From an optimization exercise on the open Yosys and OpenROAD flow, aimed at a short achievable clock period and few clock cycles; shortcuts taken in it are not production practice. In this exercise RTL edits were held to simulation tests only and were not proved equivalent to the original. No activity file was given, so power comes from the tool's default toggle rates.

--- flow/config.mk ---
export PLATFORM = sky130hd
export DESIGN_NAME = pacal_core
export DESIGN_NICKNAME = pacal_core
export VERILOG_FILES = /design/flow/design.v
export SDC_FILE = /design/flow/constraint.sdc
export NUM_CORES = 4
export LEC_CHECK = 0
export ABC_CLOCK_PERIOD_IN_PS = 3000
export CAP_MARGIN = 20
export CORE_MARGIN = 2
export CORE_UTILIZATION = 40
export SETUP_SLACK_MARGIN = 5
export SLEW_MARGIN = 20
--- flow/constraint.sdc ---
create_clock -name core_clock -period 10.0 [get_ports {clk}]
set_input_delay 2.0000 -clock core_clock [delete_from_list [all_inputs] [get_ports {clk}]]
set_output_delay 2.0000 -clock core_clock [all_outputs]
set_load 0.01 [all_outputs]
--- flow/design.v ---
module pacal_core (
    input  wire        clk,
    input  wire        rst,           
    input  wire        load_en,
    input  wire [1:0]  load_sel,      
    input  wire [3:0]  load_addr,
    input  wire [15:0] load_data,
    input  wire        run,
    input  wire        stop,
    input  wire [3:0]  irq_req,       
    input  wire [3:0]  irq_mask,
    input  wire        irq_enable,
    input  wire        key_avail,
    input  wire [3:0]  key_data,
    output wire        key_pop,
    output wire        char_valid,
    output wire [3:0]  char_data,
    output wire        running,
    output wire [2:0]  fault,
    input  wire [4:0]  dbg_addr,
    output reg  [3:0]  dbg_data
);
    localparam ROM_SIZE   = 2;
    localparam RAM_SIZE   = 10;
    localparam KEY_STATUS = 4'd13;
    localparam KEY_DATA   = 4'd14;
    localparam CHAR_OUT   = 4'd15;
    localparam F_NONE     = 3'd0;
    localparam F_UNKNOWN  = 3'd1;
    localparam F_UNDER    = 3'd2;
    localparam F_OVER     = 3'd3;
    localparam F_RETRANGE = 3'd4;
    localparam F_IRET     = 3'd5;
    reg [15:0] imem [0:15];
    reg [4:0]  prog_len;
    reg [3:0]  rom  [0:ROM_SIZE-1];
    reg [3:0]  ram  [0:RAM_SIZE-1];
    reg [3:0]  regs [0:3];
    reg [3:0]  pc;
    reg        flag_c, flag_z;
    reg [3:0]  stack [0:15];
    reg [4:0]  sp;
    reg [3:0]  irq_status;
    reg        in_handler;
    reg [3:0]  saved_pc;
    reg [1:0]  saved_flags;           
    reg        run_q;
    reg [2:0]  fault_q;
    reg [3:0]  fault_pc;
    assign running = run_q;
    assign fault   = fault_q;
    function legal_word;
        input [15:0] w;
        reg [3:0] op;
        reg       m;
        reg [2:0] f;
        reg [1:0] ra, rb;
        reg [3:0] imm;
        begin
            op  = w[15:12];
            m   = w[11];
            f   = w[10:8];
            ra  = w[7:6];
            rb  = w[5:4];
            imm = w[3:0];
            case (op)
                4'h0: legal_word = (w == 16'h0000);
                4'h1, 4'h2, 4'h3, 4'h4, 4'h5, 4'h6, 4'h7, 4'h8, 4'h9, 4'hA:
                    legal_word = (f == 3'b000) && (m ? (rb == 2'b00) : (imm == 4'h0));
                4'hB, 4'hD:
                    legal_word = (f == 3'b000) && (ra == 2'b00) && (m ? (rb == 2'b00) : (imm == 4'h0));
                4'hC:
                    legal_word = (f <= 3'b010) && (ra == 2'b00) && (m ? (rb == 2'b00) : (imm == 4'h0));
                4'hE:
                    legal_word = (w == 16'hE000) || (w == 16'hE100);
                default:  
                    legal_word = (w == 16'hF000) || ((w & 16'hFFFC) == 16'hF100);
            endcase
        end
    endfunction
    wire [3:0]  pc1   = pc + 4'd1;
    wire [15:0] w1    = imem[pc];
    wire        end1  = ({1'b0, pc} >= prog_len);
    wire [3:0]  op1   = w1[15:12];
    wire        m1    = w1[11];
    wire [2:0]  f1    = w1[10:8];
    wire [1:0]  ra1   = w1[7:6];
    wire [1:0]  rb1   = w1[5:4];
    wire [3:0]  imm1  = w1[3:0];
    wire        legal1 = legal_word(w1);
    wire [3:0]  a1    = regs[ra1];
    wire [3:0]  b1    = m1 ? imm1 : regs[rb1];
    wire [4:0] add_s = {1'b0, a1} + {1'b0, b1};
    wire [4:0] sub_s = {1'b0, a1} - {1'b0, b1};
    wire [7:0] mul_p = a1 * b1;
    reg  [3:0] alu_r;
    reg        alu_c, alu_z;
    always @(*) begin
        alu_r = 4'h0;
        alu_c = 1'b0;
        case (op1)
            4'h1: begin alu_r = add_s[3:0]; alu_c = add_s[4]; end
            4'h2, 4'h7: begin alu_r = sub_s[3:0]; alu_c = sub_s[4]; end
            4'h3: begin alu_r = mul_p[3:0]; alu_c = (mul_p[7:4] != 4'h0); end
            4'h4: alu_r = a1 & b1;
            4'h5: alu_r = a1 | b1;
            4'h6: alu_r = a1 ^ b1;
            default: ;
        endcase
        alu_z = (op1 == 4'h3) ? ((a1 == 4'h0) || (b1 == 4'h0)) : (alu_r == 4'h0);
    end
    reg [3:0] bus_rdata;
    always @(*) begin
        if (b1 == KEY_STATUS)
            bus_rdata = {3'b000, key_avail};
        else if (b1 == KEY_DATA)
            bus_rdata = key_avail ? key_data : 4'h0;
        else if (b1 < ROM_SIZE)
            bus_rdata = rom[b1[0]];
        else if (b1 < ROM_SIZE + RAM_SIZE)
            bus_rdata = ram[b1 - ROM_SIZE];
        else
            bus_rdata = 4'h0;
    end
    reg cond1;
    always @(*) begin
        case (f1)
            3'b000:  cond1 = flag_z;
            3'b001:  cond1 = ~flag_z;
            default: cond1 = flag_c;
        endcase
    end
    wire [3:0] stack_top = stack[sp[3:0] - 4'd1];
    wire ok1      = !end1 && legal1;
    wire is_alu1  = ok1 && (op1 >= 4'h1) && (op1 <= 4'h6);
    wire is_cmp1  = ok1 && (op1 == 4'h7);
    wire is_mov1  = ok1 && (op1 == 4'h8);
    wire is_ld1   = ok1 && (op1 == 4'h9);
    wire is_st1   = ok1 && (op1 == 4'hA);
    wire is_nop1  = ok1 && (op1 == 4'h0);
    wire is_jmp1  = ok1 && (op1 == 4'hB);
    wire is_jcc1  = ok1 && (op1 == 4'hC);
    wire is_call1 = ok1 && (op1 == 4'hD);
    wire is_ret1  = ok1 && (op1 == 4'hE) && !w1[8];
    wire is_iret1 = ok1 && (op1 == 4'hE) &&  w1[8];
    wire is_hlt1  = ok1 && (op1 == 4'hF) && !w1[8];
    wire is_irq1  = ok1 && (op1 == 4'hF) &&  w1[8];
    wire simple1  = is_alu1 | is_cmp1 | is_mov1 | is_ld1 | is_st1 | is_nop1;
    wire wflags1  = is_alu1 | is_cmp1;
    wire new_c    = wflags1 ? alu_c : flag_c;
    wire new_z    = wflags1 ? alu_z : flag_z;
    wire [15:0] w2    = imem[pc1];
    wire        end2  = ({1'b0, pc1} >= prog_len);
    wire        hlt2  = end2 || (w2 == 16'hF000);
    wire        jmp2  = !end2 && (w2[15:4] == 12'hB80);
    wire        jcc2  = !end2 && (w2[15:10] == 6'b110010) && (w2[9:8] != 2'b11) && (w2[7:4] == 4'h0);
    reg cond2;
    always @(*) begin
        case (w2[9:8])
            2'b00:   cond2 = new_z;
            2'b01:   cond2 = ~new_z;
            default: cond2 = new_c;
        endcase
    end
    wire [3:0] pc2 = pc1 + 4'd1;
    wire [3:0] armed    = irq_status & irq_mask;
    wire       irq_take = irq_enable && !in_handler && (armed != 4'h0);
    wire [1:0] irq_line = armed[0] ? 2'd0 : armed[1] ? 2'd1 : armed[2] ? 2'd2 : 2'd3;
    wire       exec     = run_q && !stop && !irq_take;
    wire       wr_ram   = (b1 >= ROM_SIZE) && (b1 < ROM_SIZE + RAM_SIZE);
    assign key_pop    = exec && is_ld1 && (b1 == KEY_DATA) && key_avail;
    assign char_valid = exec && is_st1 && (b1 == CHAR_OUT);
    assign char_data  = a1;
    integer i;
    always @(posedge clk) begin
        if (rst) begin
            for (i = 0; i < 4; i = i + 1) regs[i] <= 4'h0;
            for (i = 0; i < RAM_SIZE; i = i + 1) ram[i] <= 4'h0;
            prog_len    <= 5'd0;
            pc          <= 4'h0;
            flag_c      <= 1'b0;
            flag_z      <= 1'b0;
            sp          <= 5'd0;
            irq_status  <= 4'h0;
            in_handler  <= 1'b0;
            saved_pc    <= 4'h0;
            saved_flags <= 2'b00;
            run_q       <= 1'b0;
            fault_q     <= F_NONE;
            fault_pc    <= 4'h0;
        end else begin
            irq_status <= irq_status | irq_req;
            if (!run_q) begin
                if (load_en) begin
                    case (load_sel)
                        2'd0: imem[load_addr] <= load_data;
                        2'd1: if (load_addr < ROM_SIZE) rom[load_addr[0]] <= load_data[3:0];
                        2'd2: begin
                            prog_len <= load_data[4:0];
                            pc       <= 4'h0;
                        end
                        default: ;
                    endcase
                end else if (run) begin
                    run_q    <= 1'b1;
                    fault_q  <= F_NONE;
                    fault_pc <= 4'h0;
                end
            end else if (stop) begin
                run_q <= 1'b0;
            end else if (irq_take) begin
                saved_pc    <= pc;
                saved_flags <= {flag_c, flag_z};
                in_handler  <= 1'b1;
                irq_status  <= (irq_status & ~(4'b0001 << irq_line)) | irq_req;
                pc          <= {irq_line, 2'b00};
            end else if (end1 || is_hlt1) begin
                run_q <= 1'b0;
            end else if (!legal1) begin
                fault_q  <= F_UNKNOWN;
                fault_pc <= pc;
                run_q    <= 1'b0;
            end else if (simple1) begin
                if (is_alu1) regs[ra1] <= alu_r;
                if (is_mov1) regs[ra1] <= b1;
                if (is_ld1)  regs[ra1] <= bus_rdata;
                if (is_st1 && wr_ram) ram[b1 - ROM_SIZE] <= a1;
                flag_c <= new_c;
                flag_z <= new_z;
                if (hlt2) begin
                    pc    <= pc1;
                    run_q <= 1'b0;
                end else if (jmp2 || (jcc2 && cond2)) begin
                    pc <= w2[3:0];
                end else if (jcc2) begin
                    pc <= pc2;
                end else begin
                    pc <= pc1;
                end
            end else if (is_jmp1 || is_jcc1) begin
                if (is_jmp1 || cond1) begin
                    pc <= b1;
                end else if (hlt2) begin
                    pc    <= pc1;
                    run_q <= 1'b0;
                end else begin
                    pc <= pc1;
                end
            end else if (is_call1) begin
                if (sp == 5'd16) begin
                    fault_q  <= F_OVER;
                    fault_pc <= pc;
                    run_q    <= 1'b0;
                end else begin
                    stack[sp[3:0]] <= pc1;
                    sp <= sp + 5'd1;
                    pc <= b1;
                end
            end else if (is_ret1) begin
                if (sp == 5'd0) begin
                    fault_q  <= F_UNDER;
                    fault_pc <= pc;
                    run_q    <= 1'b0;
                end else if ({1'b0, stack_top} >= prog_len) begin
                    fault_q  <= F_RETRANGE;
                    fault_pc <= pc;
                    run_q    <= 1'b0;
                end else begin
                    sp <= sp - 5'd1;
                    pc <= stack_top;
                end
            end else if (is_iret1) begin
                if (!in_handler) begin
                    fault_q  <= F_IRET;
                    fault_pc <= pc;
                    run_q    <= 1'b0;
                end else if (irq_enable && (armed != 4'h0)) begin
                    flag_c     <= saved_flags[1];
                    flag_z     <= saved_flags[0];
                    irq_status <= (irq_status | irq_req) & ~(4'b0001 << irq_line);
                    pc         <= {irq_line, 2'b00};
                end else begin
                    flag_c     <= saved_flags[1];
                    flag_z     <= saved_flags[0];
                    in_handler <= 1'b0;
                    pc         <= saved_pc;
                end
            end else begin
                if (irq_enable && !in_handler && irq_mask[imm1[1:0]]) begin
                    saved_pc    <= pc1;
                    saved_flags <= {flag_c, flag_z};
                    in_handler  <= 1'b1;
                    irq_status  <= (irq_status | irq_req) & ~(4'b0001 << imm1[1:0]);
                    pc          <= {imm1[1:0], 2'b00};
                end else begin
                    irq_status <= irq_status | irq_req | (4'b0001 << imm1[1:0]);
                    if (hlt2) begin
                        pc    <= pc1;
                        run_q <= 1'b0;
                    end else begin
                        pc <= pc1;
                    end
                end
            end
        end
    end
    always @(*) begin
        dbg_data = 4'h0;
        if (!dbg_addr[4]) begin
            if (dbg_addr[3:0] < ROM_SIZE)
                dbg_data = rom[dbg_addr[0]];
            else if (dbg_addr[3:0] < ROM_SIZE + RAM_SIZE)
                dbg_data = ram[dbg_addr[3:0] - ROM_SIZE];
        end else begin
            case (dbg_addr[3:0])
                4'd0, 4'd1, 4'd2, 4'd3: dbg_data = regs[dbg_addr[1:0]];
                4'd4:  dbg_data = {2'b00, flag_c, flag_z};
                4'd5:  dbg_data = pc;
                4'd6:  dbg_data = fault_pc;
                4'd7:  dbg_data = sp[3:0];
                4'd8:  dbg_data = {3'b000, sp[4]};
                4'd9:  dbg_data = (sp == 5'd0) ? 4'h0 : stack_top;
                4'd10: dbg_data = irq_status;
                4'd11: dbg_data = {3'b000, in_handler};
                4'd12: dbg_data = saved_pc;
                4'd13: dbg_data = {2'b00, saved_flags};
                default: dbg_data = 4'h0;
            endcase
        end
    end
endmodule
--- flow/run.sh ---
#!/bin/bash
# synth_recipe.tcl (not shown) runs the flow's synth.tcl, then flattens the netlist and writes it again
# the make line also repeats each setting of config.mk as NAME=value (left out here)
make -C /OpenROAD-flow-scripts/flow DESIGN_CONFIG=/design/flow/config.mk WORK_HOME=/design/flow/orfs CLKGATE_MAP_FILE= SYNTH_SCRIPT=/design/flow/synth_recipe.tcl finish
==> summary.txt <==
RSZ-0062 raised after global routing=yes; Pleak=0.00969 uW; drt wl/cell=27.6 um; synthesized net count=1846; Yosys warnings=1; CTS tree=built; Final Core Density=49.8%; post-route ant nets=0; Hold Crit Start=fault_q[2]$_SDFFE_PP0P_; Rel. slew slack=22.2%; Post-synth EDFFs=408; DRT iter0 DRCs=1952; CTS H-Tree Depth=2; Reg clk slew, reported paths=0.06 ns; Core Area=59100 um2; Total Wirelength=75500 um; dominant synthesized flop cell=edfxtp_1; I/O Pins=60; post-placement cell count=2517; mean area per synthesized cell=13.8 um2; outcome=complete, no violations; GR Util All Layers=24.0%; Die Y=249 um; TritonCTS Buffers=49; TritonCTS sink count=447; top cell family by delay on the critical path=simple AND/OR/NAND/NOR gates; clock latency on the worst-skew pair=0.62 ns; clock buffer depth=3; DR vias/cell=6.22; Post-DP HPWL=49000 um; # DRC=0; Final GP Congestion=0.965; clk root buf=clkbuf_16; Synth cell types=92; vias in the first global route=16700; P&R area growth vs syn=22.7%; Cell Count, Final, Fillers Out=2737; Syn Inst Count=1743; min cycle time layout=6.09 ns; Rows=89; initial core utilization=40.6%; Netlist Area Pre-Place=24000 um2; final setup fails=0; Final nets=2026; CP peak stage delay=0.50 ns; hold slack=0.461 ns; DRT Pass-1 Iters=6; first-pass GRT wire length=111000 um; die area=61900 um2; Die X=249 um; setup TNS=0 ns; Antenna diodes=0; # hold bufs at CTS=0; Least-Margin Pin Slew=1.16 ns; pin count of the biggest net entering global routing=54; Post-synth ARST share=0%; Setup crit start kind=flop; Cell Pwr Density=156 nW/um2; Period Utilization, post-route=60.9%; arrival time worst endpoint=4.09 ns; Setup crit end kind=output port; Buf/Inv on CP=4; proportion of layout cells with a drive suffix above 1=32.4%; max cap viols=0; sequential area share after synthesis=54.3%; Max Transition Viols Final=0; Critical-path top delay cell=mux4_2; gr ovfl total=0; Max Freq=0.164 GHz; Yosys reg bits=447; IO Port Bufs=59; Worst Hold Class=flop to flop; Worst Path Max Fanout=6; worst vdd ir=0.143 mV; WP data required=8.00 ns; via count=17000; clk_skew=0.0397 ns; worst path cell trace=buf_12 -> mux4_2 -> a22oi_2 -> nand3_4 -> buf_4 -> buf_4 -> nor4_1 -> a21oi_1 -> nor4_2 -> or2_4 -> nand3_4 -> nor2_4 -> nand3_4 -> nor2_4 -> clkdlybuf4s15_2; Fin. Hold Viols=0; antenna violations before repair=1; CP Class=flop to output port; Most Frequent Cell on Critical Path=nand3_4; PnR Total Power=4590 uW
cell usage after synthesis, types with 9 or more instances:
cell      number  area (um2)
dfxtp_1       39         781
buf_6          9         101
a22oi_1       18         135
a211oi_1      11        82.6
buf_2         12        60.1
nand3_1       45         225
nor4_1        24         150
a21o_1         9        67.6
a31oi_1       16         100
a21oi_1       79         395
nand4_1       13        81.3
o21bai_1      10        75.1
mux2i_1       44         440
nor3_1        31         155
and2_1        11        68.8
nand2_1      114         428
inv_1         50         188
a221oi_1      11        96.3
o21ai_0       37         185
xnor2_1       15         131
o22ai_1       14        87.6
mux2_2        10         113
edfxtp_1     408       12300
nand2b_1      19         119
mux4_2       181        4080
ha_1          50         626
nor2b_1       28         175
clkbuf_1      54         203
nor2_1       212         796
buf_1         13        48.8
tightest hold or removal path, cell delays in order, from the launching register on:
cell     delay [ns]
dfxtp_1        0.31
nand2_1        0.05
a21oi_1        0.05
through the flow:
stage	area [um2]	setup WS [ns]
after floorplan	24200	4.33
after CTS	28800	3.99
after global routing	29400	3.83
final	29400	3.91
after global placement	25500	2.97
after detailed placement	25500	2.91
repair_timing:
action | in CTS | in global routing
gates cloned | 10 | 0
pin swaps | 38 | 38
endpoints found under the setup margin | 240 | 199
resized for setup | 180 | 93
setup buffers | 80 | 38
final timing paths:
kind,end,slack [ns],cells after the start
hold / removal,fault_q[2]$_SDFFE_PP0P_,0.46,2
setup reg to reg,pc[0]$_SDFFE_PP0P_,3.99,26
hold reg to reg,fault_q[2]$_SDFFE_PP0P_,0.46,2
setup / recovery,char_valid,3.91,15
cell families (layout without fill, tap and decap cells):
family / count (synthesis) / in the layout / synth area share (%)
multiplexers: 244 / 244 / 20.0
adder cells (fa/ha/maj): 57 / 57 / 3.19
AND/OR/NAND/NOR: 547 / 547 / 11.0
AO/OA/AOI/OAI: 273 / 273 / 7.64
buffers and inverters: 152 / 373 / 2.92
flip-flops: 447 / 447 / 54.3
XOR/XNOR: 23 / 23 / 0.918
metal layers:
metal / part of all wire (%) / GRT usage, % / vias to the layer above
li1: - / - / 7251
met1: 41 / 32.4 / 8660
met2: 47 / 38.7 / 931
met3: 8.3 / 4.37 / 176
met4: 3.9 / 9.00 / 0
met5: 0 / 0 / -
cell usage in the layout (no fill, tap or decap), drive strengths merged, types with 48 or more instances in the layout:
master and count:
a21oi 81, buf 172, clkbuf 63, edfxtp 408, ha 50, inv 56, mux2i 48, mux4 183
nand2 115, nand3 50, nor2 212
cell type report:
class,instances,area [um2]
clock buffers,60,1270
fillers,4942,29700
flip-flops and latches,447,13000
well taps,773,967
multi-input cells,1144,11100
repair buffers,226,2420
clock inverters,32,405
inverters,55,244
power by group:
group | internal, uW | switching [uW] | total [uW]
combinational | 278 | 380 | 658
sequential | 2050 | 13.2 | 2060
clock | 1100 | 779 | 1880
total | 3420 | 1170 | 4590
flip-flops by register name (all words and copies together) (netlist names), 2 cells and up, named ones only:
| signal | flops |
|---|---|
| fault_q | 3 |
| stack | 64 |
| regs | 16 |
| saved_flags | 2 |
| sp | 5 |
| pc | 4 |
| ram | 64 |
| imem | 256 |
| irq_status | 4 |
| rom | 8 |
| saved_pc | 4 |
| prog_len | 5 |
| fault_pc | 4 |
Testbench counts, summed over its fixed seeds: cycles 17,950.

==> re-timing with driven ports <==
The flow's constraints put no driver on any port. The routed layout listed below was extracted and timed again, unchanged, in two steps. Step 1 (the two cells are an assumption about what drives the block):
set clk [get_ports {clk}]
set_driving_cell -lib_cell sky130_fd_sc_hd__clkbuf_16 $clk
set_driving_cell -lib_cell sky130_fd_sc_hd__buf_2 [delete_from_list [all_inputs] $clk]
Step 2 times the ports against the registers' clock, not the clock port: input delays grow and output delays shrink by t, the midpoint of the rising clock arrivals with the driver on. Slacks: ideal / step 1 / step 2; pairs: ideal / step 1.
t (ns): 0.660
setup WS [ns]: 3.912 / 3.852 / 3.992
slew at the worst register clock pin (ns): 0.07 / 0.07
After both steps this run still meets setup and hold. The setup slack of this run moves by -0.060 ns with the drivers and by +0.080 ns with both steps.
